Source: an optimization exercise on an open RTL-to-GDS flow (aim: small area, a short achievable clock period and few clock cycles). Production flows keep margins and buffers that such runs may drop. RTL that was checked went through simulation tests only; none was proved equivalent to the original. No functional check of the RTL was part of run 5. Power and IR drop assume default switching activity.

[design.v]
module crc8_step #(
    parameter [7:0] POLY = 8'h07
) (
    input  wire [7:0] crc_in,
    input  wire [7:0] data,
    output reg  [7:0] crc_out
);
    integer k;
    reg [7:0] x;
    always @* begin
        x = crc_in ^ data;
        for (k = 0; k < 8; k = k + 1)
            x = x[7] ? ((x << 1) ^ POLY) : (x << 1);
        crc_out = x;
    end
endmodule
module frame_rx #(
    parameter       QD       = 3,       
    parameter [7:0] CRC_POLY = 8'h07,
    parameter [7:0] CRC_INIT = 8'h00
) (
    input  wire        clk,
    input  wire        rst,
    input  wire        rx_valid,
    input  wire [7:0]  rx_data,
    output wire        rx_ready,
    output wire        msg_valid,
    input  wire        msg_ready,
    output wire [7:0]  msg_data,
    output wire        msg_first,
    output wire        msg_last,
    output wire        rx_idle,
    output reg  [31:0] cnt_msg,
    output reg  [31:0] cnt_cobs_err,
    output reg  [31:0] cnt_short,
    output reg  [31:0] cnt_crc_err,
    output reg  [31:0] cnt_acc_ovf
);
    reg       rdy;
    reg       s_v;
    reg [7:0] s_b;
    reg       s_z;
    wire      xfer = rx_valid & rdy;
    reg [6:0] enc;        
    reg [5:0] rl;         
    reg       doom;       
    reg [1:0] dsat;       
    reg [7:0] crc;
    reg [7:0] mem [0:63];
    reg [6:0] wp;         
    reg [6:0] fs;         
    reg [6:0] rp;         
    wire is_code = (rl == 6'd0);
    wire f_empty = (enc == 7'd0);
    wire f_full  = enc[6];                      
    wire dlm     = s_v & s_z & !f_empty;
    wire ovf     = s_v & !s_z & f_full;
    wire acc     = s_v & !s_z & !f_full;
    wire prod    = acc & (!is_code | !f_empty);
    wire [7:0] x = is_code ? 8'h00 : s_b;
    wire [7:0] crc_next;
    crc8_step #(.POLY(CRC_POLY)) u_crc (.crc_in(crc), .data(x), .crc_out(crc_next));
    wire cobs_bad = doom | !is_code;
    wire short_f  = (dsat != 2'd3);
    wire crc_bad  = (crc != 8'h00);
    wire good     = !cobs_bad & !short_f & !crc_bad;
    wire hold     = dlm & good & qfull;
    wire judge    = dlm & !hold;
    wire e_cobs   = judge & cobs_bad;
    wire e_short  = judge & !cobs_bad & short_f;
    wire e_crc    = judge & !cobs_bad & !short_f & crc_bad;
    wire commit   = judge & !cobs_bad & !short_f & !crc_bad;
    wire drop     = ovf | (judge & !commit);
    wire [6:0] wpm1 = wp - 7'd1;
    reg  [5:0] q [0:QD-1];
    reg  [2:0] qn;
    reg        ov, of, ol, nf;
    reg        idle;
    reg  [7:0] od;
    wire       can   = (qn != 3'd0);
    wire       ld    = can & (!ov | msg_ready);
    wire [5:0] rpn   = rp[5:0] + 6'd1;
    wire       lastb = (rpn == q[0]);
    wire       pop   = ld & lastb;
    wire [2:0] qidx  = qn - {2'b00, pop};
    wire [6:0] occ = wp - rp;
    wire       qfull = (qn == QD);
    wire       room  = ({1'b0, occ} + {7'd0, prod} + {7'd0, xfer}) <= 8'd63;
    wire       qroom = !(xfer & (rx_data == 8'h00) & (({1'b0, qn} + {3'd0, commit}) >= QD));
    assign rx_ready  = rdy;
    assign msg_valid = ov;
    assign msg_data  = od;
    assign msg_first = of;
    assign msg_last  = ol;
    assign rx_idle   = idle;
    integer i;
    always @(posedge clk) begin
        if (!hold) begin
            s_b <= rx_data;
            s_z <= (rx_data == 8'h00);
        end
        if (prod)
            mem[wp[5:0]] <= x;
        if (ld) begin
            od <= mem[rp[5:0]];
            of <= nf;
            ol <= lastb;
        end
        for (i = 0; i < QD; i = i + 1) begin
            if (pop && i < QD - 1)
                q[i] <= q[(i < QD - 1) ? i + 1 : i];
            if (commit && qidx == i)
                q[i] <= wpm1[5:0];
        end
        if (rst) begin
            rdy  <= 1'b1;
            s_v  <= 1'b0;
            enc  <= 7'd0;
            rl   <= 6'd0;
            doom <= 1'b0;
            dsat <= 2'd0;
            crc  <= CRC_INIT;
            wp   <= 7'd0;
            fs   <= 7'd0;
            rp   <= 7'd0;
            qn   <= 3'd0;
            ov   <= 1'b0;
            nf   <= 1'b1;
            idle <= 1'b1;
            cnt_msg      <= 32'd0;
            cnt_cobs_err <= 32'd0;
            cnt_short    <= 32'd0;
            cnt_crc_err  <= 32'd0;
            cnt_acc_ovf  <= 32'd0;
        end else begin
            rdy <= room & qroom & !hold;
            if (!hold)
                s_v <= xfer;
            if (judge | ovf) begin
                enc  <= 7'd0;
                rl   <= 6'd0;
                doom <= 1'b0;
                dsat <= 2'd0;
                crc  <= CRC_INIT;
            end else if (acc) begin
                enc <= enc + 7'd1;
                if (is_code) begin
                    rl <= s_b[5:0] - 6'd1;
                    if (s_b[7] | (s_b[6] & (s_b[5:0] != 6'd0)))
                        doom <= 1'b1;
                end else begin
                    rl <= rl - 6'd1;
                end
                if (prod) begin
                    crc  <= crc_next;
                    dsat <= dsat + {1'b0, dsat != 2'd3};
                end
            end
            if (commit) begin
                wp <= wpm1;
                fs <= wpm1;
            end else if (drop) begin
                wp <= fs;
            end else if (prod) begin
                wp <= wp + 7'd1;
            end
            if (commit & !pop)
                qn <= qn + 3'd1;
            else if (!commit & pop)
                qn <= qn - 3'd1;
            idle <= !(hold ? s_v : xfer) & (qn + {2'b00, commit} == {2'b00, pop}) &
                    !(ld | (ov & !msg_ready));
            if (ld) begin
                ov <= 1'b1;
                nf <= lastb;
                rp <= rp + 7'd1;
            end else if (msg_ready) begin
                ov <= 1'b0;
            end
            if (commit)  cnt_msg      <= cnt_msg + 32'd1;
            if (e_cobs)  cnt_cobs_err <= cnt_cobs_err + 32'd1;
            if (e_short) cnt_short    <= cnt_short + 32'd1;
            if (e_crc)   cnt_crc_err  <= cnt_crc_err + 32'd1;
            if (ovf)     cnt_acc_ovf  <= cnt_acc_ovf + 32'd1;
        end
    end
endmodule
module frame_tx #(
    parameter       CD       = 4,       
    parameter [7:0] CRC_POLY = 8'h07,
    parameter [7:0] CRC_INIT = 8'h00
) (
    input  wire       clk,
    input  wire       rst,
    input  wire       tx_valid,
    input  wire [7:0] tx_data,
    input  wire       tx_last,
    output wire       tx_ready,
    output wire       wire_valid,
    input  wire       wire_ready,
    output wire [7:0] wire_data
);
    localparam [2:0] R_CODE = 3'd0, R_DATA = 3'd1, R_T1 = 3'd2, R_T2 = 3'd3, R_DELIM = 3'd4;
    localparam CW = (CD > 2) ? 2 : 1;   
    reg       rdy;
    reg       s_v, s_l, s_z;
    reg [7:0] s_d;
    wire      xfer = tx_valid & rdy;
    reg  [6:0]   L;       
    reg  [5:0]   sl;      
    reg  [7:0]   crc;
    reg  [7:0]   mem [0:63];
    reg  [6:0]   wp;      
    reg  [6:0]   rp;      
    reg  [CW-1:0] wi;     
    wire [7:0] ck;        
    crc8_step #(.POLY(CRC_POLY)) u_crc (.crc_in(crc), .data(s_d), .crc_out(ck));
    wire       ckz  = (crc == s_d);
    wire [1:0] nin  = s_z ? 2'd0 : (ckz ? 2'd1 : 2'd2);
    wire [7:0] t1   = !s_z ? s_d : (ckz ? 8'h01 : 8'h02);
    wire [7:0] t2   = ckz ? 8'h01 : ck;
    wire       cls  = s_v & (s_l | s_z);           
    wire [7:0] code = s_l ? {1'b1, L + 7'd1 + {5'd0, nin}} : {1'b0, L + 7'd1};
    reg  [7:0] q1 [0:CD-1];    
    reg  [7:0] q2 [0:CD-1];
    reg  [1:0] qn [0:CD-1];    
    reg  [CW:0] alloc;         
    reg  [CW:0] mc;            
    reg  [CW-1:0] ri;          
    reg  [2:0] st;
    reg        first;     
    reg  [6:0] left;      
    reg  [1:0] nel;       
    reg        lr;
    reg        wv;
    reg  [7:0] wd;
    wire       adv  = !wv | wire_ready;
    wire [7:0] mr   = mem[rp[5:0]];
    wire [1:0] ne   = mr[7] ? qn[ri] : 2'd0;      
    wire [1:0] qn1  = qn[ri] + 2'd1;
    wire       nod  = (mr[6:2] == 5'd0) & (mr[1:0] == (mr[7] ? qn1 : 2'd1));
    wire       have = !(st == R_CODE && first) | (mc != 0);
    wire       go   = adv & have;
    wire       done = go & (st == R_DELIM);
    wire [6:0] occ  = wp - rp;
    wire       room = ({1'b0, occ} + {7'd0, s_v} + {7'd0, xfer}) <= 8'd63;
    reg        nb;        
    wire       nb_n = xfer ? tx_last : nb;
    wire       aroom = !nb_n || (alloc + {{CW{1'b0}}, xfer & nb}) < CD;
    assign tx_ready   = rdy;
    assign wire_valid = wv;
    assign wire_data  = wd;
    always @(posedge clk) begin
        s_d <= tx_data;
        s_l <= tx_last;
        s_z <= (tx_data == 8'h00);
        if (s_v & !s_l & !s_z)
            mem[wp[5:0]] <= s_d;
        else if (cls)
            mem[sl] <= code;
        if (s_v & s_l) begin
            q1[wi] <= t1;
            q2[wi] <= t2;
            qn[wi] <= nin;
        end
        if (cls)
            sl <= wp[5:0];
        if (rst) begin
            rdy   <= 1'b1;
            s_v   <= 1'b0;
            nb    <= 1'b1;
            L     <= 7'd0;
            crc   <= CRC_INIT;
            sl    <= 6'd0;
            wp    <= 7'd1;        
            rp    <= 7'd0;
            wi    <= {CW{1'b0}};
            ri    <= {CW{1'b0}};
            alloc <= {(CW+1){1'b0}};
            mc    <= {(CW+1){1'b0}};
            st    <= R_CODE;
            first <= 1'b1;
            wv    <= 1'b0;
        end else begin
            rdy <= room & aroom;
            s_v <= xfer;
            nb  <= nb_n;
            if (s_v) begin
                wp <= wp + 7'd1;
                if (s_l) begin
                    crc <= CRC_INIT;
                    L   <= 7'd0;
                    wi  <= (wi == CD - 1) ? {CW{1'b0}} : wi + 1'b1;
                end else begin
                    crc <= ck;
                    L   <= s_z ? 7'd0 : L + 7'd1;
                end
            end
            if ((xfer & nb) & !done)
                alloc <= alloc + 1'b1;
            else if (!(xfer & nb) & done)
                alloc <= alloc - 1'b1;
            if ((s_v & s_l) & !(go & (st == R_CODE) & first))
                mc <= mc + 1'b1;
            else if (!(s_v & s_l) & (go & (st == R_CODE) & first))
                mc <= mc - 1'b1;
            if (adv)
                wv <= have;
            if (go) begin
                case (st)
                    R_CODE: begin
                        wd    <= {1'b0, mr[6:0]};
                        left  <= mr[6:0];
                        nel   <= ne;
                        lr    <= mr[7];
                        first <= 1'b0;
                        rp    <= rp + 7'd1;
                        if (nod)
                            st <= mr[7] ? R_T1 : R_CODE;
                        else
                            st <= R_DATA;
                    end
                    R_DATA: begin
                        wd   <= mr;
                        rp   <= rp + 7'd1;
                        left <= left - 7'd1;
                        if (left == {5'd0, nel} + 7'd2)
                            st <= lr ? R_T1 : R_CODE;
                    end
                    R_T1: begin
                        wd <= q1[ri];
                        st <= R_T2;
                    end
                    R_T2: begin
                        wd <= q2[ri];
                        st <= R_DELIM;
                    end
                    default: begin
                        wd    <= 8'h00;
                        st    <= R_CODE;
                        first <= 1'b1;
                        ri    <= (ri == CD - 1) ? {CW{1'b0}} : ri + 1'b1;
                    end
                endcase
            end
        end
    end
endmodule
module esp32_frame_link (
    input  wire        clk,
    input  wire        rst,
    input  wire        rx_valid,
    input  wire [7:0]  rx_data,
    output wire        rx_ready,
    output wire        msg_valid,
    input  wire        msg_ready,
    output wire [7:0]  msg_data,
    output wire        msg_first,
    output wire        msg_last,
    output wire        rx_idle,
    output wire [31:0] cnt_msg,
    output wire [31:0] cnt_cobs_err,
    output wire [31:0] cnt_short,
    output wire [31:0] cnt_crc_err,
    output wire [31:0] cnt_acc_ovf,
    input  wire        tx_valid,
    input  wire [7:0]  tx_data,
    input  wire        tx_last,
    output wire        tx_ready,
    output wire        wire_valid,
    input  wire        wire_ready,
    output wire [7:0]  wire_data
);
    frame_rx u_rx (
        .clk(clk), .rst(rst),
        .rx_valid(rx_valid), .rx_data(rx_data), .rx_ready(rx_ready),
        .msg_valid(msg_valid), .msg_ready(msg_ready), .msg_data(msg_data),
        .msg_first(msg_first), .msg_last(msg_last), .rx_idle(rx_idle),
        .cnt_msg(cnt_msg), .cnt_cobs_err(cnt_cobs_err), .cnt_short(cnt_short),
        .cnt_crc_err(cnt_crc_err), .cnt_acc_ovf(cnt_acc_ovf)
    );
    frame_tx u_tx (
        .clk(clk), .rst(rst),
        .tx_valid(tx_valid), .tx_data(tx_data), .tx_last(tx_last), .tx_ready(tx_ready),
        .wire_valid(wire_valid), .wire_ready(wire_ready), .wire_data(wire_data)
    );
endmodule
[flow/run.sh]
#!/bin/bash
set -o pipefail
export SETUP_SLACK_MARGIN=7.0
bash standard.sh > flow_standard.log 2>&1
[standard.sh]
#!/bin/bash
# synth_recipe.tcl (not shown) runs the flow's synth.tcl, then flattens the netlist and writes it again
# the make line also repeats each setting of config.mk as NAME=value (left out here)
make -C /OpenROAD-flow-scripts/flow DESIGN_CONFIG=/design/flow/config.mk WORK_HOME=/design/flow/orfs CLKGATE_MAP_FILE= SYNTH_SCRIPT=/design/flow/synth_recipe.tcl "${@:-finish}"
[config.mk]
export PLATFORM = sky130hd
export DESIGN_NAME = esp32_frame_link
export DESIGN_NICKNAME = esp32_frame_link
export VERILOG_FILES = /design/flow/design.v
export SDC_FILE = /design/flow/constraint.sdc
export NUM_CORES = 4
export LEC_CHECK = 0
export CAP_MARGIN = 20
export CORE_MARGIN = 2
export CORE_UTILIZATION = 65
export CTS_BUF_LIST = sky130_fd_sc_hd__clkbuf_8
export SLEW_MARGIN = 20
[constraint.sdc]
create_clock -name core_clock -period 10.0 [get_ports {clk}]
set_input_delay 2.0000 -clock core_clock [delete_from_list [all_inputs] [get_ports {clk}]]
set_output_delay 2.0000 -clock core_clock [all_outputs]
set_load 0.01 [all_outputs]
==> metrics.md, run 1 <==
| Metric | Value |
|---|---|
| Worst Max-Slew Pin Slew | `1.09 ns` |
| R2R Path End | `u_tx.st[1]` |
| Depth of the worst register-to-register path | `9` |
| FILL cells | `4,727` |
| Yosys warning total | `4` |
| Clock transition at path regs | `0.06 ns` |
| Clock Tree Buf Depth | `3` |
| Total negative slack | `0 ns` |
| Post-Synth XOR/XNOR Area | `3.95%` |
| CP Class | `reg -> out` |
| Die footprint | `92,300 sq um` |
| Die extent in x | `304 um` |
| Clk_skew | `0.0315 ns` |
| Max stage delay on crit path | `0.44 ns` |
| Sequential Power Share | `49.6%` |
| Hpwl dp | `83,300 um` |
| Synth Area in Adders | `1.19%` |
| Critical path data arrival time | `1.49 ns` |
| Final period demand of the worst path | `3.49 ns` |
| Combinational cell fraction of total power | `19.0%` |
| Largest net degree at the start of global routing | `125` |
| Starting Density | `65.9%` |
| Status | `no timing/DRC/antenna violations` |
| Setup crit start | `u_rx.od[7]` |
| CTS tree | `done` |
| Synth Area in Simple Gates | `8.31%` |
| First-pass GRT wire length | `215,000 um` |
| Syn Inst Count | `3,656` |
| Sw frac | `27.9%` |
| Crit-path max FO | `1` |
| Synth Area in Compound Gates | `2.74%` |
| Hold Path Class | `reg -> reg` |
| Clock group share of total power | `31.5%` |
| Syn_area_per_cell | `16.0 sq um` |
| Port bufs | `205` |
| CP Launch Type | `register` |
| Final core occ | `79.9%` |
| Number of synthesized flops with an enable pin | `1,151` |
| CP max-delay cell | `edfxtp_1` |
| Root Driver | `clkbuf_8` |
| Leak pwr | `24.0 nW` |
| DIE HEIGHT | `304 um` |
| Antenna violations before repair | `3` |
| Max Freq | `287 MHz` |
| PD cells | `201 nW/um^2` |
| FFs w/ async S/R, synth | `0%` |
| Max_cap viols | `0` |
| Worst-Skew Late Latency | `0.88 ns` |
| Area delta synth->final | `21.3%` |
| Critical Path Sink Type | `output port` |
| Fin crit share | `34.9%` |
| CTS Sinks | `1,435` |
| Row cnt | `109` |
| Internal Power | `10.3 mW` |
| Largest family of logic cells by synthesized area | `multiplexers` |
| DR WL/cell | `26.1 um` |
| Worst Path Required | `8.00 ns` |
| Maximum vdd drop | `0.173 mV` |
| Net Count, Synth | `3,731` |
| Unrepaired setup endpoints after global routing | `yes` |
| Detailed Route Iter0 Violations | `4,104` |
| GPL Wtd Cong | `0.855` |
| #FFs+latches synth | `1,435` |
| Total core area | `88,600 sq um` |
| Share of post-route cells with drive strength above 1 | `36.5%` |
| Boundary Pins | `206` |
| Cell variety after synth | `74` |
| Hold_sp | `u_rx.nf` |
| Crit path buf inv count | `1` |
| Dpl ws | `5.10 ns` |
| Total GRT Usage | `31.0%` |
| Overflow after GRT | `0` |
| Relative slew slack | `26.8%` |
| Critical path depth in cells | `1` |
| Vias in the first global route | `35,200` |
| Final Max Slew Viols | `0` |
| Ys flop type | `edfxtp_1` |
| Final Hold Viols | `0` |
| Switching power total | `3.97 mW` |
| Sequential share of the synthesized area | `68.9%` |
| CTS Buf Count | `215` |
| CTS H-tree depth | `4` |
| Nets@finish | `4,320` |
| Final Setup Violations | `0` |
| Final wirelength | `146,000 um` |
| First drt pass iteration count | `5` |
| Post-synthesis cell area | `58,400 sq um` |
| Final worst setup slack | `6.51 ns` |
| DRC | `0` |
| Delay-heaviest family, CP | `flip-flops` |
| Multiplexer share of the synthesized area | `13.2%` |
| Final ANT Viol Nets | `0` |
| Vias | `35,200` |
| Average via count per standard cell | `6.30` |
| Crit path to | `msg_data[7]` |
| R2R Setup Slk | `6.85 ns` |
| Hold buffers post-CTS | `0` |
| CP cell instances | `buf_2` |
-- metal layers --
layer	share of wire, %	vias to the layer above	global-route usage (%)
met4	2.4	4	8.47
met3	11	268	7.51
met5	0.019	-	0
met1	39	17900	45.1
met2	47	1889	47.9
li1	-	15200	-
-- Yosys cell counts (7+ instances only) --
library cell | instances | share of area [%]
and3_1 | 42 | 0.45
buf_1 | 35 | 0.22
a21oi_1 | 87 | 0.75
inv_1 | 67 | 0.43
and4_1 | 18 | 0.27
or2_2 | 7 | 0.075
or3_1 | 32 | 0.34
dfxtp_1 | 284 | 9.7
and2_1 | 8 | 0.086
buf_2 | 22 | 0.19
nand2b_1 | 19 | 0.20
o31ai_1 | 8 | 0.10
nand4_1 | 36 | 0.39
clkbuf_1 | 101 | 0.65
o22ai_1 | 15 | 0.16
nand2_1 | 210 | 1.3
xor2_1 | 150 | 2.2
o21ai_0 | 57 | 0.49
nor2_1 | 444 | 2.9
or4_1 | 8 | 0.10
nor3_1 | 39 | 0.33
mux2i_1 | 45 | 0.77
xnor2_1 | 108 | 1.6
a211oi_1 | 14 | 0.18
mux4_2 | 313 | 12
nor4_1 | 15 | 0.16
a22oi_1 | 14 | 0.18
nand3b_1 | 14 | 0.18
nor2b_1 | 27 | 0.29
edfxtp_1 | 1151 | 59
ha_1 | 46 | 0.99
nand3_1 | 91 | 0.78
a31oi_1 | 10 | 0.11
mux2_2 | 19 | 0.37
-- metrics by stage --
stage          instances  hold WS, ns  power [mW]  area [sq um]
2_1_floorplan       3656        0.402        8.71         58800
5_1_grt             5592        0.438        14.7         70900
4_1_cts             5492        0.427        14.1         69000
3_5_place_dp        4889        0.413        9.40         61900
3_3_place_gp        4889        0.416        9.30         61900
6_report            5592        0.430        14.2         70900
-- layout by cell type, fill, tap and decap left out, types with 18 or more instances in the layout --
cell type,count
clkinv_2,31
inv_1,126
nor2_4,92
buf_12,23
and4_1,18
edfxtp_1,1151
dfxtp_1,96
nor3_1,32
clkdlybuf4s50_1,18
mux2i_1,41
mux4_2,313
nand4_1,36
or3_1,27
clkbuf_8,240
nor2_1,313
nand3_1,76
and3_1,38
nor2_2,42
dfxtp_2,132
nand2_1,195
nor2b_1,24
buf_4,269
dfxtp_4,56
ha_1,36
xnor2_1,99
o21ai_0,41
a21oi_1,83
xor2_1,146
buf_6,189
clkinv_1,48
-- how the worst min path moves through the flow --
stage | slack (ns) | depth (start not counted) | to
after CTS | 0.43 | 0 | u_rx.of
after detailed placement | 0.41 | 0 | u_rx.of
after global placement | 0.42 | 0 | u_rx.of
after global routing | 0.44 | 0 | u_rx.of
after floorplan | 0.40 | 0 | u_rx.of
final | 0.43 | 0 | u_rx.of
-- kinds of logic (layout without fill, tap and decap cells) --
kind of cell | after synthesis | count (layout)
multiplexers | 377 | 377
flip-flops | 1435 | 1435
buffers and inverters | 238 | 1005
AND/OR/NAND/NOR | 1036 | 1038
adder cells (fa/ha/maj) | 52 | 52
other | 0 | 2
XOR/XNOR | 260 | 260
AO/OA/AOI/OAI | 258 | 258
-- worst register-to-register path, stage by stage, from the launching register on --
cell	delay (ns)
dfxtp_4	0.40
buf_12	0.20
buf_16	0.19
mux4_2	0.57
mux2_2	0.29
o211ai_1	0.32
nand3_1	0.39
o211a_1	0.23
a311o_1	0.29
a22o_1	0.18
-- repair_timing --
item                       in CTS  in global routing
gates resized for setup      1405                208
pin swaps                      26                 37
setup endpoints to repair    1540               1781
buffers inserted              200                 86
gates cloned                    6                 12
-- flip-flops by register name, summed over array words and instances, names as in the netlist, 8 cells and up, named ones only --
signal             flops
u_rx.crc               8
u_tx.s_d               8
u_rx.od                8
u_rx.cnt_short        32
u_tx.qn                8
u_rx.cnt_acc_ovf      32
u_tx.wd                8
u_tx.q2               32
u_rx.mem             512
u_rx.cnt_msg          32
u_tx.q1               32
u_tx.crc               8
u_rx.cnt_cobs_err     32
u_rx.cnt_crc_err      32
u_rx.s_b               8
u_rx.q                18
u_tx.mem             512
-- power groups by stage --
stage | registers (mW) | clock network (mW) | logic, mW
after floorplan | 7.13 | 0 | 1.58
after global placement | 7.24 | 0 | 2.06
after detailed placement | 7.25 | 0 | 2.15
after CTS | 7.06 | 4.52 | 2.50
after global routing | 7.06 | 4.78 | 2.87
final | 7.05 | 4.48 | 2.70
-- final cells by class --
| class | instances | area [sq um] | area share (%) |
|---|---|---|---|
| sequential | 1435 | 40600 | 57.3 |
| multi-input combinational | 1985 | 19000 | 26.8 |
| timing repair buffer | 539 | 5500 | 7.75 |
| clock buffer | 238 | 3280 | 4.62 |
| tap | 1165 | 1460 | 2.06 |
| clock inverter | 159 | 749 | 1.06 |
| inverter | 69 | 280 | 0.395 |
| antenna | 2 | 5.00 | 0.00706 |
Testbench counts, summed over its fixed seeds: cycles 32,866.
==> run 2: changes to the inputs <==
--- a/config.mk
+++ b/config.mk
@@ -10,3 +10,4 @@
 export CORE_UTILIZATION = 65
 export CTS_BUF_LIST = sky130_fd_sc_hd__clkbuf_8
+export CTS_CLUSTER_SIZE = 16
 export SLEW_MARGIN = 20
==> metrics.md, run 2 <==
| Metric | Value |
|---|---|
| Post-synthesis cell area | `58,400 sq um (unchanged)` |
| Starting Density | `65.9% (unchanged)` |
| Yosys top cell by area | `edfxtp_1` |
| Root Driver | `clkbuf_8` |
| CTS tree | `done` |
| Relative slew slack | `26.6% (-0.19 points)` |
| CP Class | `reg -> out` |
| GPL Wtd Cong | `0.855 (unchanged)` |
| Worst Path Required | `8.00 ns (about the same)` |
| Crit path buf inv count | `1 (unchanged)` |
| Row cnt | `109 (unchanged)` |
| Net Count, Synth | `3,731 (unchanged)` |
| Depth of the worst register-to-register path | `9 (unchanged)` |
| Hpwl dp | `83,300 um (unchanged)` |
| Crit-path max FO | `1 (unchanged)` |
| R2R Setup Slk | `6.85 ns (about the same)` |
| Port bufs | `205 (unchanged)` |
| Syn_area_per_cell | `16.0 sq um (unchanged)` |
| Commonest cells after routing, fill and taps aside | `edfxtp_1 (1,151), nor2_1 (314), mux4_2 (313), buf_4 (272), clkbuf_8 (238)` |
| Clock Tree Buf Depth | `3 (unchanged)` |
| Syn Inst Count | `3,656 (unchanged)` |
| Unrepaired setup endpoints after global routing | `yes` |
| DRC | `0 (unchanged)` |
| Critical path data arrival time | `1.48 ns (about the same)` |
| Hold buffers post-CTS | `0 (unchanged)` |
| Yosys warning total | `4 (unchanged)` |
| Max_cap viols | `0 (unchanged)` |
| Multi-input logic area | `19,000 sq um (about the same)` |
| Worst Max-Slew Pin Slew | `1.10 ns (+0.00288 ns)` |
| Ys flop type | `edfxtp_1` |
| Clock group share of total power | `31.4% (about the same)` |
| Largest regs | `u_rx.mem x512, u_tx.mem x512` |
| FILL cells | `4,735 (+0.17%)` |
| Die extent in x | `304 um (unchanged)` |
| Final Setup Violations | `0 (unchanged)` |
| Total negative slack | `0 ns (unchanged)` |
| Sequential share of the synthesized area | `68.9% (unchanged)` |
| Vias in the first global route | `35,200 (+0.014%)` |
| Final Hold Viols | `0 (unchanged)` |
| CTS Buf Count | `215 (unchanged)` |
| Status | `no timing/DRC/antenna violations` |
| Clk_skew | `0.0345 ns (+0.00294 ns)` |
| Total core area | `88,600 sq um (unchanged)` |
| Final period demand of the worst path | `3.48 ns (-0.00367 ns)` |
| Commonest non-fill, non-tap cell in the layout | `edfxtp_1` |
| Final ANT Viol Nets | `0 (unchanged)` |
| Worst Hold Path EP | `u_rx.of` |
| Area delta synth->final | `21.3% (about the same)` |
| Detailed Route Iter0 Violations | `4,001 (-2.5%)` |
| #FFs+latches synth | `1,435 (unchanged)` |
| DIE HEIGHT | `304 um (unchanged)` |
| Hold Path Class | `reg -> reg` |
| Pwr Total | `14.2 mW (-0.12%)` |
| Final worst setup slack | `6.52 ns (+0.00367 ns)` |
| First drt pass iteration count | `7 (+2)` |
| Leak pwr | `24.0 nW (about the same)` |
| CP Launch Type | `register` |
| CTS Sinks | `1,435 (unchanged)` |
| Average via count per standard cell | `6.28 (-0.33%)` |
| R2R Path End | `u_tx.st[0]` |
| Total GRT Usage | `31.0% (about the same)` |
| Count leader, synth | `edfxtp_1` |
| CTS H-tree depth | `4 (unchanged)` |
| Internal Power | `10.2 mW (-0.13%)` |
| First-pass GRT wire length | `215,000 um (about the same)` |
| Synth area leaders | `edfxtp_1 (59%), mux4_2 (12%), dfxtp_1 (9.7%), nor2_1 (2.9%), xor2_1 (2.2%)` |
| Synth top area share | `59.2% (unchanged)` |
| DR WL/cell | `26.1 um (about the same)` |
| CP cell instances | `buf_2` |
| Vias | `35,100 (-0.30%)` |
| PD cells | `200 nW/um^2 (-0.11%)` |
| Boundary Pins | `206 (unchanged)` |
| Switching power total | `3.96 mW (-0.11%)` |
| FFs w/ async S/R, synth | `0% (unchanged)` |
| Die footprint | `92,300 sq um (unchanged)` |
| Final wirelength | `146,000 um (about the same)` |
| Antenna violations before repair | `3 (unchanged)` |
| Storage cell area | `40,600 sq um (about the same)` |
| Number of synthesized flops with an enable pin | `1,151 (unchanged)` |
| Fin crit share | `34.8% (-0.037 points)` |
| Combinational cell fraction of total power | `19.0% (about the same)` |
| Overflow after GRT | `0 (unchanged)` |
| Critical Path Sink Type | `output port` |
| Max Freq | `287 MHz (+0.11%)` |
| Clock transition at path regs | `0.06 ns (about the same)` |
| CP max-delay cell | `edfxtp_1` |
| Hold_sp | `u_rx.nf` |
| Nets@finish | `4,322 (+0.046%)` |
| Final Max Slew Viols | `0 (unchanged)` |
| Most frequent cells after synthesis | `edfxtp_1 (1,151), nor2_1 (444), mux4_2 (313)` |
| Dpl ws | `5.10 ns (unchanged)` |
| Cell variety after synth | `74 (unchanged)` |
| Maximum vdd drop | `0.174 mV (+0.28%)` |
| Sw frac | `27.9% (about the same)` |
| Worst-Skew Late Latency | `0.88 ns (about the same)` |
| Hold depth | `0 (unchanged)` |
| Max stage delay on crit path | `0.44 ns (about the same)` |
| Delay-heaviest family, CP | `flip-flops` |
| Sequential Power Share | `49.7% (about the same)` |
| Share of post-route cells with drive strength above 1 | `36.4% (about the same)` |
| Largest net degree at the start of global routing | `125 (unchanged)` |
-- run 2: cell counts after synthesis --
Identical to the previous run, type by type.
-- run 2: worst max path at each step --
stage               start  slack (ns)            to  depth (start not counted)
2_1_floorplan   msg_ready        6.16  u_rx.q[1][3]                         11
3_3_place_gp    msg_ready        5.16  u_rx.q[0][3]                         11
3_5_place_dp    msg_ready        5.10  u_rx.q[0][3]                         11
4_1_cts        u_rx.od[4]        6.44   msg_data[4]                          1
5_1_grt        u_rx.od[4]        6.47   msg_data[4]                          1
6_report       u_rx.od[0]        6.52   msg_data[0]                          1
-- run 2: kinds of logic (layout without fill, tap and decap cells) --
group / after synthesis / after routing / share of synthesized area, %
other: 0 / 2 / 0
adders and majority gates: 52 / 52 / 1.19
DFF: 1435 / 1435 / 68.9
xor gates and xnor gates: 260 / 260 / 3.95
and+or+nand+nor: 1036 / 1038 / 8.31
buffers and inverters: 238 / 1007 / 1.68
AOI/OAI and AO/OA: 258 / 258 / 2.74
muxes: 377 / 377 / 13.2
-- run 2: power by group through the flow --
stage | Sequential [mW] | Clock [mW] | Combinational [mW]
floorplan | 7.13 | 0 | 1.58
global placement | 7.24 | 0 | 2.06
detailed placement | 7.25 | 0 | 2.15
CTS | 7.06 | 4.50 | 2.49
global route | 7.07 | 4.76 | 2.87
finish | 7.05 | 4.46 | 2.70
-- run 2: what timing repair did --
action / in CTS / in global routing
buffers inserted: 198 / 90
pin swaps: 26 / 41
gates resized for setup: 1401 / 214
cloned: 6 / 12
setup endpoints to repair: 1520 / 1813
-- run 2: metrics by stage --
| step | hold slack, ns | util (%) | cells | area, sq um |
|---|---|---|---|---|
| detailed placement | 0.413 | 69.8 | 4889 | 61900 |
| global placement | 0.416 | 69.8 | 4889 | 61900 |
| CTS | 0.427 | 77.8 | 5490 | 69000 |
| floorplan | 0.402 | - | 3656 | 58800 |
| finish | 0.429 | 79.9 | 5594 | 70900 |
| global route | 0.438 | 79.9 | 5594 | 70900 |
-- run 2: layout make-up --
| cell class | count | share of cell area, % |
|---|---|---|
| multi-input combinational | 1985 | 26.8 |
| sequential | 1435 | 57.3 |
| clock inverter | 161 | 1.07 |
| tap | 1165 | 2.06 |
| clock buffer | 236 | 4.58 |
| antenna | 2 | 0.00706 |
| timing repair buffer | 541 | 7.76 |
| inverter | 69 | 0.394 |
-- run 2: metal layers --
metal | GRT usage, % | vias up | share of wire (%)
li1 | - | 15200 | -
met1 | 45.0 | 17800 | 39
met2 | 47.9 | 1879 | 47
met3 | 7.62 | 257 | 11
met4 | 8.31 | 4 | 2.3
met5 | 0 | - | 0.018
==> run 3: changes to the inputs <==
==> flow/run.sh (replaced) <==
#!/bin/bash
set -o pipefail
export SETUP_SLACK_MARGIN=6.7
bash standard.sh > flow_standard.log 2>&1
==> metrics.md, run 3 <==
| Metric | Value |
|---|---|
| Starting Density | `65.9% (unchanged)` |
| Crit path buf inv count | `1 (unchanged)` |
| Syn Inst Count | `3,656 (unchanged)` |
| CTS tree | `done` |
| Met1 usage | `44.3% (-0.75 points)` |
| Relative slew slack | `28.0% (+1.3 points)` |
| Average via count per standard cell | `6.36 (+1.3%)` |
| Hpwl dp | `87,700 um (+5.3%)` |
| Yosys warning total | `4 (unchanged)` |
| Final Hold Viols | `0 (unchanged)` |
| Hold Path Class | `reg -> reg` |
| Global routing's busiest layer | `met2` |
| Nets@finish | `4,271 (-1.2%)` |
| Detailed Route Iter0 Violations | `4,308 (+7.7%)` |
| DIE HEIGHT | `304 um (unchanged)` |
| Overflow after GRT | `0 (unchanged)` |
| Final core occ | `78.6% (-1.3 points)` |
| Final ANT Viol Nets | `0 (unchanged)` |
| Status | `no timing/DRC/antenna violations` |
| Synth area leaders | `edfxtp_1 (59%), mux4_2 (12%), dfxtp_1 (9.7%), nor2_1 (2.9%), xor2_1 (2.2%)` |
| Largest net degree at the start of global routing | `98 (-22%)` |
| Share of post-route cells with drive strength above 1 | `33.9% (-2.5 points)` |
| Vias | `35,300 (+0.46%)` |
| First drt pass iteration count | `6 (-1)` |
| Fin crit share | `36.2% (+1.3 points)` |
| CP Launch Type | `register` |
| Clock transition at path regs | `0.06 ns (about the same)` |
| Area delta synth->final | `19.3%` |
| Hold buffers post-CTS | `0 (unchanged)` |
| Total negative slack | `0 ns (unchanged)` |
| Post-synthesis cell area | `58,400 sq um (unchanged)` |
| CTS H-tree depth | `4 (unchanged)` |
| Max stage delay on crit path | `0.52 ns (+0.08 ns)` |
| Final period demand of the worst path | `3.62 ns (+0.133 ns)` |
| Vias in the first global route | `35,400 (+0.43%)` |
| Worst Max-Slew Pin Slew | `1.08 ns (-0.0170 ns)` |
| Critical path data arrival time | `1.62 ns (+0.14 ns)` |
| #FFs+latches synth | `1,435 (unchanged)` |
| Root Driver | `clkbuf_8` |
| Net Count, Synth | `3,731 (unchanged)` |
| CP max-delay cell | `edfxtp_1` |
| Count leader, synth | `edfxtp_1` |
| Clk_skew | `0.0447 ns (+0.0103 ns)` |
| CTS Buf Count | `217 (+0.93%)` |
| Yosys top cell by area | `edfxtp_1` |
| Delay-heaviest family, CP | `flip-flops` |
| First-pass GRT wire length | `217,000 um (+1.1%)` |
| Worst Path Required | `8.00 ns (about the same)` |
| CTS Sinks | `1,435 (unchanged)` |
| Syn_area_per_cell | `16.0 sq um (unchanged)` |
| Unrepaired setup endpoints after global routing | `yes` |
| Ys flop type | `edfxtp_1` |
| Port bufs | `205 (unchanged)` |
| Row cnt | `109 (unchanged)` |
| Boundary Pins | `206 (unchanged)` |
| Final Setup Violations | `0 (unchanged)` |
| M2 GR Usage | `49.6% (+1.7 points)` |
| Sequential share of the synthesized area | `68.9% (unchanged)` |
| Total GRT Usage | `31.5% (+0.48 points)` |
| Antenna violations before repair | `9 (+6)` |
| GPL Wtd Cong | `0.872 (+2.0%)` |
| Total core area | `88,600 sq um (unchanged)` |
| Leak pwr | `23.5 nW (-2.0%)` |
| Final wirelength | `147,000 um (+0.59%)` |
| Critical Path Sink Type | `output port` |
| Synth top area share | `59.2% (unchanged)` |
| Number of synthesized flops with an enable pin | `1,151 (unchanged)` |
| Cell variety after synth | `74 (unchanged)` |
| Commonest non-fill, non-tap cell in the layout | `edfxtp_1` |
| Most frequent cells after synthesis | `edfxtp_1 (1,151), nor2_1 (444), mux4_2 (313)` |
| R2R Setup Slk | `6.71 ns (-0.14 ns)` |
| Die extent in x | `304 um (unchanged)` |
| PD cells | `201 nW/um^2 (+0.49%)` |
| Final Max Slew Viols | `0 (unchanged)` |
| DR WL/cell | `26.4 um (+1.4%)` |
| Met3 usage | `6.18% (-1.4 points)` |
| Worst-Skew Late Latency | `0.90 ns (+0.02 ns)` |
| Max_cap viols | `0 (unchanged)` |
| Die footprint | `92,300 sq um (unchanged)` |
| Max Freq | `277 MHz (-3.7%)` |
| CP Class | `reg -> out` |
| DRC | `0 (unchanged)` |
| Largest regs | `u_rx.mem x512, u_tx.mem x512` |
| Crit-path max FO | `1 (unchanged)` |
| FFs w/ async S/R, synth | `0% (unchanged)` |
| CP cell instances | `buf_2` |
| Maximum vdd drop | `0.188 mV (+8.4%)` |
| Commonest cells after routing, fill and taps aside | `edfxtp_1 (1,151), nor2_1 (326), mux4_2 (313), buf_4 (243), clkbuf_8 (240)` |
| Clock Tree Buf Depth | `3 (unchanged)` |
## run 3: cells by family (layout without fill, tap and decap cells)
group                    Yosys count  count (layout)  share of synthesized area [%]
other                              0               6                              0
AND/OR/NAND/NOR                 1036            1036                           8.31
adder cells (fa/ha/maj)           52              52                           1.19
flip-flops                      1435            1435                           68.9
AO/OA/AOI/OAI                    258             258                           2.74
XOR/XNOR                         260             260                           3.95
multiplexers                     377             377                           13.2
buffers and inverters            238             959                           1.68
## run 3: area by class of cell
class,count,area (sq um)
clock buffers,239,3290
inverters,69,273
clock inverters,161,777
well taps,1165,1460
fillers,4843,19000
flip-flops and latches,1435,40600
diodes,6,15.0
repair buffers,490,4900
multi-input cells,1983,18400
## run 3: final timing paths
| kind | to | startpoint | cells past startpoint |
|---|---|---|---|
| max | msg_last | u_rx.ol | 1 |
| min | u_rx.of | u_rx.nf | 0 |
| max reg2reg | u_tx.mem[50][0] | u_tx.s_v | 7 |
| min reg2reg | u_rx.of | u_rx.nf | 0 |
## run 3: routing by layer
layer  vias up  share of wire [%]
met5         -             0.0068
met4         2                3.6
met3       296                9.9
met2      1958                 48
met1     17900                 38
li1      15100                  -
## run 3: report_power, final
| part | leakage [nW] | switching (mW) | internal (mW) |
|---|---|---|---|
| Clock | 2.36 | 2.27 | 2.23 |
| Sequential | 12.9 | 0.143 | 6.92 |
| Combinational | 8.30 | 1.52 | 0.953 |
| Total | 23.5 | 3.93 | 10.1 |
## run 3: per-stage QoR
step | hold slack (ns) | total power [mW] | instances | setup slack, ns | instance area (sq um)
final | 0.444 | 14.0 | 5548 | 6.38 | 69700
after floorplan | 0.402 | 8.69 | 3656 | 6.16 | 58600
after CTS | 0.433 | 14.0 | 5462 | 6.30 | 68400
after global routing | 0.437 | 14.5 | 5547 | 6.34 | 69700
after detailed placement | 0.436 | 9.39 | 4887 | 5.01 | 61700
after global placement | 0.414 | 9.30 | 4887 | 5.11 | 61700
## run 3: repair_timing
item                                    in CTS  in global routing
gates resized for setup                   1369                124
hold endpoints to repair                     0                  0
gates cloned                                 4                  4
buffers inserted                           171                 76
endpoints found under the setup margin    1560               1406
pin swaps                                    8                 24
==> run 4: changes to the inputs <==
==> flow/run.sh (replaced) <==
#!/bin/bash
set -o pipefail
export SETUP_SLACK_MARGIN=7.0
bash standard.sh > flow_standard.log 2>&1
--- a/config.mk
+++ b/config.mk
@@ -8,6 +8,4 @@
 export CAP_MARGIN = 20
 export CORE_MARGIN = 2
-export CORE_UTILIZATION = 65
-export CTS_BUF_LIST = sky130_fd_sc_hd__clkbuf_8
-export CTS_CLUSTER_SIZE = 16
+export CORE_UTILIZATION = 40
 export SLEW_MARGIN = 20
==> metrics.md, run 4 <==
| Metric | Value |
|---|---|
| Row cnt | `140 (+28%)` |
| DIE HEIGHT | `386 um (+27%)` |
| Final Setup Violations | `0 (unchanged)` |
| Max_cap viols | `0 (unchanged)` |
| Clock transition at path regs | `0.07 ns (about the same)` |
| CP max-delay cell | `edfxtp_1` |
| Final ANT Viol Nets | `0 (unchanged)` |
| PD cells | `208 nW/um^2 (+3.2%)` |
| Nets@finish | `4,255 (-0.37%)` |
| Maximum vdd drop | `0.193 mV (+2.7%)` |
| Vias | `33,800 (-4.2%)` |
| Ys flop type | `edfxtp_1` |
| Net Count, Synth | `3,731 (unchanged)` |
| Detailed Route Iter0 Violations | `3,123 (-28%)` |
| Average via count per standard cell | `5.44 (-14%)` |
| Crit-path max FO | `1 (unchanged)` |
| Hold Slack | `0.436 ns (-0.00810 ns)` |
| Setup crit start | `u_rx.ol` |
| GPL Wtd Cong | `0.825 (-5.4%)` |
| Hold buffers post-CTS | `0 (unchanged)` |
| CTS H-tree depth | `4 (unchanged)` |
| Yosys warning total | `4 (unchanged)` |
| #FFs+latches synth | `1,435 (unchanged)` |
| Total GRT Usage | `19.7% (-12 points)` |
| Total core area | `145,000 sq um (+64%)` |
| Critical path data arrival time | `1.54 ns (-0.08 ns)` |
| Number of synthesized flops with an enable pin | `1,151 (unchanged)` |
| Starting Density | `40.2% (-26 points)` |
| First-pass GRT wire length | `219,000 um (+0.69%)` |
| CTS Sinks | `1,435 (unchanged)` |
| Yosys top cell by area | `edfxtp_1` |
| Relative slew slack | `20.0% (-7.9 points)` |
| Critical Path Sink Type | `output port` |
| Hold Path Class | `reg -> reg` |
| Root Driver | `clkbuf_16` |
| Clock Tree Buf Depth | `3 (unchanged)` |
| Synth top area share | `59.2% (unchanged)` |
| Status | `no timing/DRC/antenna violations` |
| CTS Buf Count | `146 (-33%)` |
| Sequential share of the synthesized area | `68.9% (unchanged)` |
| Placed Area | `62,900 sq um (+1.9%)` |
| Area delta synth->final | `24.7%` |
| Syn_area_per_cell | `16.0 sq um (unchanged)` |
| Crit path buf inv count | `1 (unchanged)` |
| Hold_sp | `u_rx.nf` |
| Most frequent cells after synthesis | `edfxtp_1 (1,151), nor2_1 (444), mux4_2 (313)` |
| Largest net degree at the start of global routing | `109 (+11%)` |
| Unrepaired setup endpoints after global routing | `yes` |
| Hpwl dp | `87,300 um (-0.42%)` |
| Final period demand of the worst path | `3.54 ns (-0.0728 ns)` |
| Post-synthesis cell area | `58,400 sq um (unchanged)` |
| Max stage delay on crit path | `0.57 ns (+0.05 ns)` |
| Non-filler instance count after layout | `6,215 (+12%)` |
| Design area | `72,800 sq um (+4.5%)` |
| Largest regs | `u_rx.mem x512, u_tx.mem x512` |
| Share of post-route cells with drive strength above 1 | `36.0% (+2.1 points)` |
| Pwr Total | `15.1 mW (+7.8%)` |
| Synth area leaders | `edfxtp_1 (59%), mux4_2 (12%), dfxtp_1 (9.7%), nor2_1 (2.9%), xor2_1 (2.2%)` |
| Final wirelength | `148,000 um (+0.94%)` |
| Vias in the first global route | `33,500 (-5.4%)` |
| Syn Inst Count | `3,656 (unchanged)` |
| Die extent in x | `386 um (+27%)` |
| Cell variety after synth | `74 (unchanged)` |
| Delay-heaviest family, CP | `flip-flops` |
| Count leader, synth | `edfxtp_1` |
| CP Launch Type | `register` |
| CP cell instances | `buf_6` |
| Boundary Pins | `206 (unchanged)` |
| Leak pwr | `24.0 nW (+2.0%)` |
| Clk_skew | `0.0236 ns (-0.0211 ns)` |
| FFs w/ async S/R, synth | `0% (unchanged)` |
| Commonest non-fill, non-tap cell in the layout | `edfxtp_1` |
| Worst-Skew Late Latency | `0.77 ns (-0.13 ns)` |
| Antenna violations before repair | `2 (-7)` |
| Worst Path Required | `8.00 ns (about the same)` |
| Max Freq | `282 MHz (+2.1%)` |
| Fin crit share | `35.4% (-0.73 points)` |
| Placed Cells | `5,648 (+16%)` |
| Final Max Slew Viols | `0 (unchanged)` |
| Final Hold Viols | `0 (unchanged)` |
| CP Class | `reg -> out` |
| Commonest cells after routing, fill and taps aside | `edfxtp_1 (1,151), nor2_1 (315), mux4_2 (313), buf_4 (266), buf_6 (191)` |
| First drt pass iteration count | `5 (-1)` |
| Total negative slack | `0 ns (unchanged)` |
| Worst Max-Slew Pin Slew | `1.20 ns (+0.116 ns)` |
| Port bufs | `205 (unchanged)` |
| CTS tree | `done` |
| Die footprint | `149,000 sq um (+62%)` |
| DRC | `0 (unchanged)` |
| Overflow after GRT | `0 (unchanged)` |
| DR WL/cell | `23.8 um (-9.9%)` |
-- run 4: cell counts after synthesis --
No cell type changed its count.
-- run 4: per-layer routing --
layer / share of wire (%) / track usage, % / wire [um]
met1: 42 / 26.9 / 62800
met3: 8.0 / 5.17 / 11800
met2: 48 / 31.2 / 70500
met5: 0.020 / 0 / 29
met4: 1.9 / 5.06 / 2860
-- run 4: worst reg2reg max path, delay by kind of cell, from the launching register on --
kind / cells / cell delay [ns]
mux: 3 / 1.59
simple gates: 3 / 0.68
flops: 1 / 0.40
buf+inv: 2 / 0.32
compound gates: 1 / 0.09
-- run 4: worst paths after layout --
check | depth (start not counted) | slack (ns) | end
min | 0 | 0.44 | u_rx.of
min reg2reg | 0 | 0.44 | u_rx.of
max reg2reg | 9 | 6.80 | u_tx.st[0]
max | 1 | 6.46 | msg_last
-- run 4: where the power goes --
| group | internal [mW] | switching, mW | leakage, nW |
|---|---|---|---|
| combinational | 1.06 | 1.55 | 8.82 |
| sequential | 6.91 | 0.156 | 12.9 |
| clock | 3.19 | 2.28 | 2.31 |
| total | 11.2 | 3.98 | 24.0 |
-- run 4: cell families after synthesis --
family | count (synthesis) | share of synthesized area, %
AOI/OAI and AO/OA | 258 | 2.74
xor gates and xnor gates | 260 | 3.95
adders and majority gates | 52 | 1.19
buffers and inverters | 238 | 1.68
DFF | 1435 | 68.9
muxes | 377 | 13.2
and+or+nand+nor | 1036 | 8.31
-- run 4: per-stage QoR --
stage | utilization [%] | setup WS [ns]
2_1_floorplan | - | 6.16
3_3_place_gp | 43.2 | 5.05
3_5_place_dp | 43.2 | 5.07
4_1_cts | 49.0 | 6.42
5_1_grt | 50.1 | 6.44
6_report | 50.1 | 6.46
-- run 4: layout make-up --
type / instances / area [sq um]
tap: 1917 / 2400
antenna: 1 / 2.50
clock inverter: 72 / 722
clock buffer: 193 / 4050
inverter: 69 / 284
fill: 12000 / 72600
sequential: 1435 / 40700
timing repair buffer: 543 / 5700
multi-input combinational: 1985 / 19000
-- run 4: repair_timing --
action | 4_1_cts | 5_1_grt
cloned | 9 | 4
pin swaps | 43 | 41
gates resized for setup | 1502 | 170
setup endpoints to repair | 1577 | 1606
setup buffers | 204 | 84
==> run 5: changes to the inputs <==
--- a/design.v
+++ b/design.v
@@ -187,5 +187,5 @@
 endmodule
 module frame_tx #(
-    parameter       CD       = 4,       
+    parameter       CD       = 6,       
     parameter [7:0] CRC_POLY = 8'h07,
     parameter [7:0] CRC_INIT = 8'h00
@@ -201,6 +201,6 @@
     output wire [7:0] wire_data
 );
-    localparam [2:0] R_CODE = 3'd0, R_DATA = 3'd1, R_T1 = 3'd2, R_T2 = 3'd3, R_DELIM = 3'd4;
-    localparam CW = (CD > 2) ? 2 : 1;   
+    localparam [1:0] R_CODE = 2'd0, R_DATA = 2'd1, R_TAIL = 2'd2, R_DELIM = 2'd3;
+    localparam CW = (CD > 8) ? 4 : (CD > 4) ? 3 : (CD > 2) ? 2 : 1;   
     reg       rdy;
     reg       s_v, s_l, s_z;
@@ -210,42 +210,43 @@
     reg  [5:0]   sl;      
     reg  [7:0]   crc;
+    reg          fin;     
+    reg          rsv;     
     reg  [7:0]   mem [0:63];
     reg  [6:0]   wp;      
     reg  [6:0]   rp;      
     reg  [CW-1:0] wi;     
-    wire [7:0] ck;        
-    crc8_step #(.POLY(CRC_POLY)) u_crc (.crc_in(crc), .data(s_d), .crc_out(ck));
-    wire       ckz  = (crc == s_d);
-    wire [1:0] nin  = s_z ? 2'd0 : (ckz ? 2'd1 : 2'd2);
-    wire [7:0] t1   = !s_z ? s_d : (ckz ? 8'h01 : 8'h02);
-    wire [7:0] t2   = ckz ? 8'h01 : ck;
-    wire       cls  = s_v & (s_l | s_z);           
-    wire [7:0] code = s_l ? {1'b1, L + 7'd1 + {5'd0, nin}} : {1'b0, L + 7'd1};
-    reg  [7:0] q1 [0:CD-1];    
-    reg  [7:0] q2 [0:CD-1];
-    reg  [1:0] qn [0:CD-1];    
-    reg  [CW:0] alloc;         
-    reg  [CW:0] mc;            
+    wire [7:0] crc_next;
+    crc8_step #(.POLY(CRC_POLY)) u_crc (.crc_in(crc), .data(s_d), .crc_out(crc_next));
+    wire       ckn  = (crc != 8'h00);               
+    wire [7:0] code = fin ? {1'b1, L + 7'd1 + {6'd0, ckn}} : {1'b0, L + 7'd1};
+    wire [6:0] occ  = wp - rp;
+    wire       full = occ[6];
+    wire       take = (fin | rsv) & !full;          
+    reg  [CD-1:0] cq;          
+    reg  [CW:0]   alloc;       
+    reg  [CW:0]   mc;          
     reg  [CW-1:0] ri;          
-    reg  [2:0] st;
+    reg  [1:0] st;
     reg        first;     
     reg  [6:0] left;      
-    reg  [1:0] nel;       
-    reg        lr;
+    reg        lc;        
+    reg        lr;        
+    reg  [7:0] rcrc;      
     reg        wv;
     reg  [7:0] wd;
     wire       adv  = !wv | wire_ready;
     wire [7:0] mr   = mem[rp[5:0]];
-    wire [1:0] ne   = mr[7] ? qn[ri] : 2'd0;      
-    wire [1:0] qn1  = qn[ri] + 2'd1;
-    wire       nod  = (mr[6:2] == 5'd0) & (mr[1:0] == (mr[7] ? qn1 : 2'd1));
+    wire       mc1  = mr[7] & cq[ri];                       
+    wire       nod  = (mr[6:2] == 5'd0) & (mc1 ? (mr[1:0] == 2'd2) : (mr[1:0] == 2'd1));   
     wire       have = !(st == R_CODE && first) | (mc != 0);
     wire       go   = adv & have;
     wire       done = go & (st == R_DELIM);
-    wire [6:0] occ  = wp - rp;
-    wire       room = ({1'b0, occ} + {7'd0, s_v} + {7'd0, xfer}) <= 8'd63;
-    reg        nb;        
-    wire       nb_n = xfer ? tx_last : nb;
-    wire       aroom = !nb_n || (alloc + {{CW{1'b0}}, xfer & nb}) < CD;
+    wire [7:0] rcrc_in = (st == R_DATA) ? mr : 8'h00;
+    wire [7:0] rcrc_next;
+    crc8_step #(.POLY(CRC_POLY)) u_rcrc (.crc_in(rcrc), .data(rcrc_in), .crc_out(rcrc_next));
+    wire room  = ({1'b0, occ} + {7'd0, s_v} + {7'd0, fin} + {7'd0, xfer} + {7'd0, s_v & s_l}) <= 8'd63;
+    reg  nb;              
+    wire nb_n  = xfer ? tx_last : nb;
+    wire aroom = !nb_n || (alloc + {{CW{1'b0}}, xfer & nb}) < CD;
     assign tx_ready   = rdy;
     assign wire_valid = wv;
@@ -255,14 +256,11 @@
         s_l <= tx_last;
         s_z <= (tx_data == 8'h00);
-        if (s_v & !s_l & !s_z)
+        if (s_v & !s_z)
             mem[wp[5:0]] <= s_d;
-        else if (cls)
+        else if ((s_v & s_z) | fin)
             mem[sl] <= code;
-        if (s_v & s_l) begin
-            q1[wi] <= t1;
-            q2[wi] <= t2;
-            qn[wi] <= nin;
-        end
-        if (cls)
+        if (fin)
+            cq[wi] <= ckn;
+        if ((s_v & s_z) | take)
             sl <= wp[5:0];
         if (rst) begin
@@ -272,4 +270,6 @@
             L     <= 7'd0;
             crc   <= CRC_INIT;
+            fin   <= 1'b0;
+            rsv   <= 1'b0;
             sl    <= 6'd0;
             wp    <= 7'd1;        
@@ -283,25 +283,27 @@
             wv    <= 1'b0;
         end else begin
-            rdy <= room & aroom;
+            rdy <= room & aroom & !(xfer & tx_last) & !rsv;
             s_v <= xfer;
             nb  <= nb_n;
-            if (s_v) begin
+            if (s_v | take)
                 wp <= wp + 7'd1;
-                if (s_l) begin
-                    crc <= CRC_INIT;
-                    L   <= 7'd0;
-                    wi  <= (wi == CD - 1) ? {CW{1'b0}} : wi + 1'b1;
-                end else begin
-                    crc <= ck;
-                    L   <= s_z ? 7'd0 : L + 7'd1;
-                end
+            if (s_v) begin
+                crc <= crc_next;
+                L   <= s_z ? 7'd0 : L + 7'd1;
+            end
+            fin <= s_v & s_l;
+            if (fin) begin
+                crc <= CRC_INIT;
+                L   <= 7'd0;
+                wi  <= (wi == CD - 1) ? {CW{1'b0}} : wi + 1'b1;
             end
+            rsv <= (fin | rsv) & full;
             if ((xfer & nb) & !done)
                 alloc <= alloc + 1'b1;
             else if (!(xfer & nb) & done)
                 alloc <= alloc - 1'b1;
-            if ((s_v & s_l) & !(go & (st == R_CODE) & first))
+            if (fin & !(go & (st == R_CODE) & first))
                 mc <= mc + 1'b1;
-            else if (!(s_v & s_l) & (go & (st == R_CODE) & first))
+            else if (!fin & (go & (st == R_CODE) & first))
                 mc <= mc - 1'b1;
             if (adv)
@@ -312,10 +314,11 @@
                         wd    <= {1'b0, mr[6:0]};
                         left  <= mr[6:0];
-                        nel   <= ne;
+                        lc    <= mc1;
                         lr    <= mr[7];
                         first <= 1'b0;
                         rp    <= rp + 7'd1;
+                        rcrc  <= first ? CRC_INIT : rcrc_next;
                         if (nod)
-                            st <= mr[7] ? R_T1 : R_CODE;
+                            st <= mr[7] ? R_TAIL : R_CODE;
                         else
                             st <= R_DATA;
@@ -324,14 +327,11 @@
                         wd   <= mr;
                         rp   <= rp + 7'd1;
+                        rcrc <= rcrc_next;
                         left <= left - 7'd1;
-                        if (left == {5'd0, nel} + 7'd2)
-                            st <= lr ? R_T1 : R_CODE;
-                    end
-                    R_T1: begin
-                        wd <= q1[ri];
-                        st <= R_T2;
+                        if (left == {6'd0, lc} + 7'd2)
+                            st <= lr ? R_TAIL : R_CODE;
                     end
-                    R_T2: begin
-                        wd <= q2[ri];
+                    R_TAIL: begin
+                        wd <= cq[ri] ? rcrc : 8'h01;
                         st <= R_DELIM;
                     end
==> flow/run.sh (replaced) <==
#!/bin/bash
set -o pipefail
export SETUP_SLACK_MARGIN=6.8
bash standard.sh > flow_standard.log 2>&1
--- a/config.mk
+++ b/config.mk
@@ -8,4 +8,6 @@
 export CAP_MARGIN = 20
 export CORE_MARGIN = 2
-export CORE_UTILIZATION = 40
+export CORE_UTILIZATION = 65
+export CTS_BUF_LIST = sky130_fd_sc_hd__clkbuf_8
+export CTS_CLUSTER_DIAMETER = 40
 export SLEW_MARGIN = 20
==> metrics.md, run 5 <==
| Metric | Value |
|---|---|
| Status | `no timing/DRC/antenna violations` |
| Design area | `69,000 sq um (-5.2%)` |
| Largest regs | `u_rx.mem x512, u_tx.mem x512` |
| Internal Power | `10.5 mW (-6.0%)` |
| Hold buffers post-CTS | `0 (unchanged)` |
| Max Freq | `287 MHz (+1.7%)` |
| CP Class | `reg -> out` |
| FFs w/ async S/R, synth | `0% (unchanged)` |
| DIE HEIGHT | `300 um (-22%)` |
| Hold Slack | `0.445 ns (+0.00877 ns)` |
| Total core area | `86,800 sq um (-40%)` |
| Worst Path Required | `8.00 ns (about the same)` |
| Maximum vdd drop | `0.176 mV (-8.9%)` |
| Placed Area | `60,100 sq um (-4.3%)` |
| PD cells | `213 nW/um^2 (+2.5%)` |
| Syn Inst Count | `3,654 (-0.055%)` |
| Final period demand of the worst path | `3.48 ns (-0.0582 ns)` |
| CP Launch Type | `register` |
| Total GRT Usage | `32.0% (+12 points)` |
| Final ANT Viol Nets | `0 (unchanged)` |
| Clock transition at path regs | `0.06 ns (about the same)` |
| Boundary Pins | `206 (unchanged)` |
| Commonest cells after routing, fill and taps aside | `edfxtp_1 (1,092), nor2_1 (312), mux4_2 (281), buf_4 (270), clkbuf_8 (234)` |
| DRC | `0 (unchanged)` |
| Cell variety after synth | `82 (+11%)` |
| Yosys top cell by area | `edfxtp_1` |
| DR WL met3 | `12,100 um (+2.1%)` |
| Die extent in x | `300 um (-22%)` |
| Sequential share of the synthesized area | `67.8% (-1.1 points)` |
| Leak pwr | `23.5 nW (-1.9%)` |
| Sw frac | `28.7% (+2.4 points)` |
| Detailed Route Iter0 Violations | `3,658 (+17%)` |
| Combinational cell fraction of total power | `22.4% (+5.2 points)` |
| Overflow after GRT | `0 (unchanged)` |
| Largest net degree at the start of global routing | `98 (-10%)` |
| Ys flop type | `edfxtp_1` |
| Count leader, synth | `edfxtp_1` |
| Placed Cells | `4,888 (-13%)` |
| Port bufs | `205 (unchanged)` |
| Antenna violations before repair | `2 (unchanged)` |
| Most frequent cells after synthesis | `edfxtp_1 (1,092), nor2_1 (441), dfxtp_1 (287)` |
| Average via count per standard cell | `6.33 (+16%)` |
| Relative slew slack | `19.4% (-0.57 points)` |
| Synth top area share | `57.7% (-1.5 points)` |
| Clk_skew | `0.0523 ns (+0.0287 ns)` |
| CTS Sinks | `1,379 (-3.9%)` |
| Critical Path Sink Type | `output port` |
| Syn_area_per_cell | `15.6 sq um (-2.6%)` |
| Share of post-route cells with drive strength above 1 | `35.2% (-0.76 points)` |
| Worst Max-Slew Pin Slew | `1.20 ns (+0.00851 ns)` |
| Final Hold Viols | `0 (unchanged)` |
| Final wirelength | `145,000 um (-1.7%)` |
| #FFs+latches synth | `1,379 (-3.9%)` |
| CP cell instances | `buf_2` |
| Fin crit share | `34.8% (-0.58 points)` |
| Starting Density | `65.5% (+25 points)` |
| Final Max Slew Viols | `0 (unchanged)` |
| Met2 WL | `73,900 um (+4.8%)` |
| CTS H-tree depth | `4 (unchanged)` |
| Synth area leaders | `edfxtp_1 (58%), mux4_2 (11%), dfxtp_1 (10%), nor2_1 (2.9%), xor2_1 (2.2%)` |
| Vias in the first global route | `35,100 (+5.0%)` |
| Clock Tree Buf Depth | `3 (unchanged)` |
| Uppermost layer routed | `met5` |
| Unrepaired setup endpoints after global routing | `yes` |
| Non-filler instance count after layout | `5,574 (-10%)` |
| Final core occ | `79.6% (+30 points)` |
| Hpwl dp | `85,500 um (-2.0%)` |
| Yosys warning total | `4 (unchanged)` |
| Row cnt | `108 (-23%)` |
| Hold Path Class | `reg -> reg` |
| Net Count, Synth | `3,735 (+0.11%)` |
| Number of synthesized flops with an enable pin | `1,092 (-5.1%)` |
| CP max-delay cell | `edfxtp_1` |
| Crit path buf inv count | `1 (unchanged)` |
| Area delta synth->final | `21.5%` |
| Root Driver | `clkbuf_8` |
| Crit-path max FO | `1 (unchanged)` |
| Delay-heaviest family, CP | `flip-flops` |
| Worst-Skew Late Latency | `0.91 ns (+0.14 ns)` |
| Nets@finish | `4,322 (+1.6%)` |
| DR WL/cell | `26.1 um (+9.6%)` |
| Critical path data arrival time | `1.48 ns (-0.06 ns)` |
| Max stage delay on crit path | `0.43 ns (-0.14 ns)` |
| Die footprint | `89,800 sq um (-40%)` |
| CTS tree | `done` |
| Vias | `35,300 (+4.3%)` |
| Sequential Power Share | `46.4% (-0.3 points)` |
| Commonest non-fill, non-tap cell in the layout | `edfxtp_1` |
| Final Setup Violations | `0 (unchanged)` |
| CTS Buf Count | `213 (+46%)` |
| FILL cells | `4,641 (-61%)` |
| Post-synthesis cell area | `56,800 sq um (-2.7%)` |
| M1 WL | `52,300 um (-17%)` |
| First drt pass iteration count | `6 (+1)` |
| Max_cap viols | `0 (unchanged)` |
| Switching power total | `4.23 mW (+6.2%)` |
| Total negative slack | `0 ns (unchanged)` |
| Clock group share of total power | `31.1% (-5.0 points)` |
| GPL Wtd Cong | `0.896 (+8.6%)` |
| First-pass GRT wire length | `214,000 um (-2.1%)` |
[run 5: final cells by class]
class / instances / area, sq um / share of cell area, %
Clock buffer: 233 / 3210 / 4.64
Clock inverter: 159 / 968 / 1.40
Multi-Input combinational cell: 2053 / 18900 / 27.4
Antenna cell: 1 / 2.50 / 0.00362
Timing Repair Buffer: 528 / 5350 / 7.74
Sequential cell: 1379 / 38900 / 56.4
Inverter: 66 / 263 / 0.381
Tap cell: 1155 / 1450 / 2.09
[run 5: power by group through the flow]
stage / clock network (mW) / logic [mW] / registers (mW)
CTS: 4.62 / 3.08 / 6.82
floorplan: 0 / 1.97 / 6.90
global placement: 0 / 2.53 / 6.97
detailed placement: 0 / 2.62 / 6.98
finish: 4.58 / 3.30 / 6.83
global route: 4.88 / 3.50 / 6.85
[run 5: worst paths after layout]
check                           depth (start not counted)        from  slack (ns)           end
worst min-delay path                                    0     u_rx.nf        0.44       u_rx.of
worst max register to register                         10    register        6.65  u_tx.rcrc[3]
worst max-delay path                                    1  u_rx.od[2]        6.52   msg_data[2]
worst min register to register                          0     u_rx.nf        0.44       u_rx.of
[run 5: what timing repair did]
action | 4_1_cts | 5_1_grt
setup buffers | 206 | 74
cloned | 11 | 2
endpoints found under the setup margin | 1155 | 1193
pin swaps | 20 | 44
gates resized for setup | 1397 | 182
[run 5: kinds of logic (layout without fill, tap and decap cells)]
family                     after synthesis  in the layout  synth area share [%]
muxes                                  368            368                  12.8
adders and majority gates               58             58                  1.36
AOI/OAI and AO/OA                      304            304                  3.31
other                                    0              1                     0
buffers and inverters                  222            986                  1.79
and+or+nand+nor                       1048           1048                  8.58
DFF                                   1379           1379                  67.8
xor gates and xnor gates               275            275                  4.37
[run 5: layer usage]
layer | vias to the layer above | global-route usage [%]
met4 | 2 | 15.7
met2 | 1918 | 53.5
met5 | - | 0
li1 | 15100 | -
met3 | 425 | 6.11
met1 | 17800 | 40.7
[run 5: stage by stage]
step           worst slack, ns  power [mW]
6_report                  6.52        14.7
5_1_grt                   6.49        15.2
4_1_cts                   6.45        14.5
3_5_place_dp              5.22        9.60
3_3_place_gp              5.30        9.50
2_1_floorplan             6.28        8.87

==> what the ideal ports hide <==
The results above use ideal ports. As a check the final layouts listed here were re-extracted and re-timed, cells and wires unchanged.
Step 1 assumes that a clkbuf_16 drives the clock port and a buf_2 every other input.
Step 2, shift: input delay + t, output delay - t, t = (earliest + latest rising clock arrival at the registers) / 2. This alone moves slack from input paths to output paths.
a / b / c = no drivers / after step 1 / after step 2; a / b = the first two.
| run | t, ns | setup WS [ns] | clock arrival spread, ns | slew at the worst register clock pin (ns) | worst data-port slew with drivers (ns) |
|---|---|---|---|---|---|
| run 1 | 0.941 | 6.514 / 6.442 / 6.057 | 0.037 / 0.037 | 0.07 / 0.07 | 0.08 |
| run 2 | 0.939 | 6.518 / 6.446 / 6.052 | 0.037 / 0.036 | 0.07 / 0.07 | 0.09 |
| run 3 | 0.940 | 6.385 / 6.321 / 5.823 | 0.050 / 0.049 | 0.07 / 0.07 | 0.10 |
| run 4 | 0.835 | 6.458 / 6.377 / 6.049 | 0.027 / 0.028 | 0.07 / 0.07 | 0.10 |
| run 5 | 0.947 | 6.516 / 6.452 / 5.878 | 0.053 / 0.052 | 0.07 / 0.07 | 0.07 |
After both steps setup and hold are still met in every run listed. For run 5, which loses most, drivers alone change the setup slack by -0.064 ns; drivers and shift together by -0.638 ns.
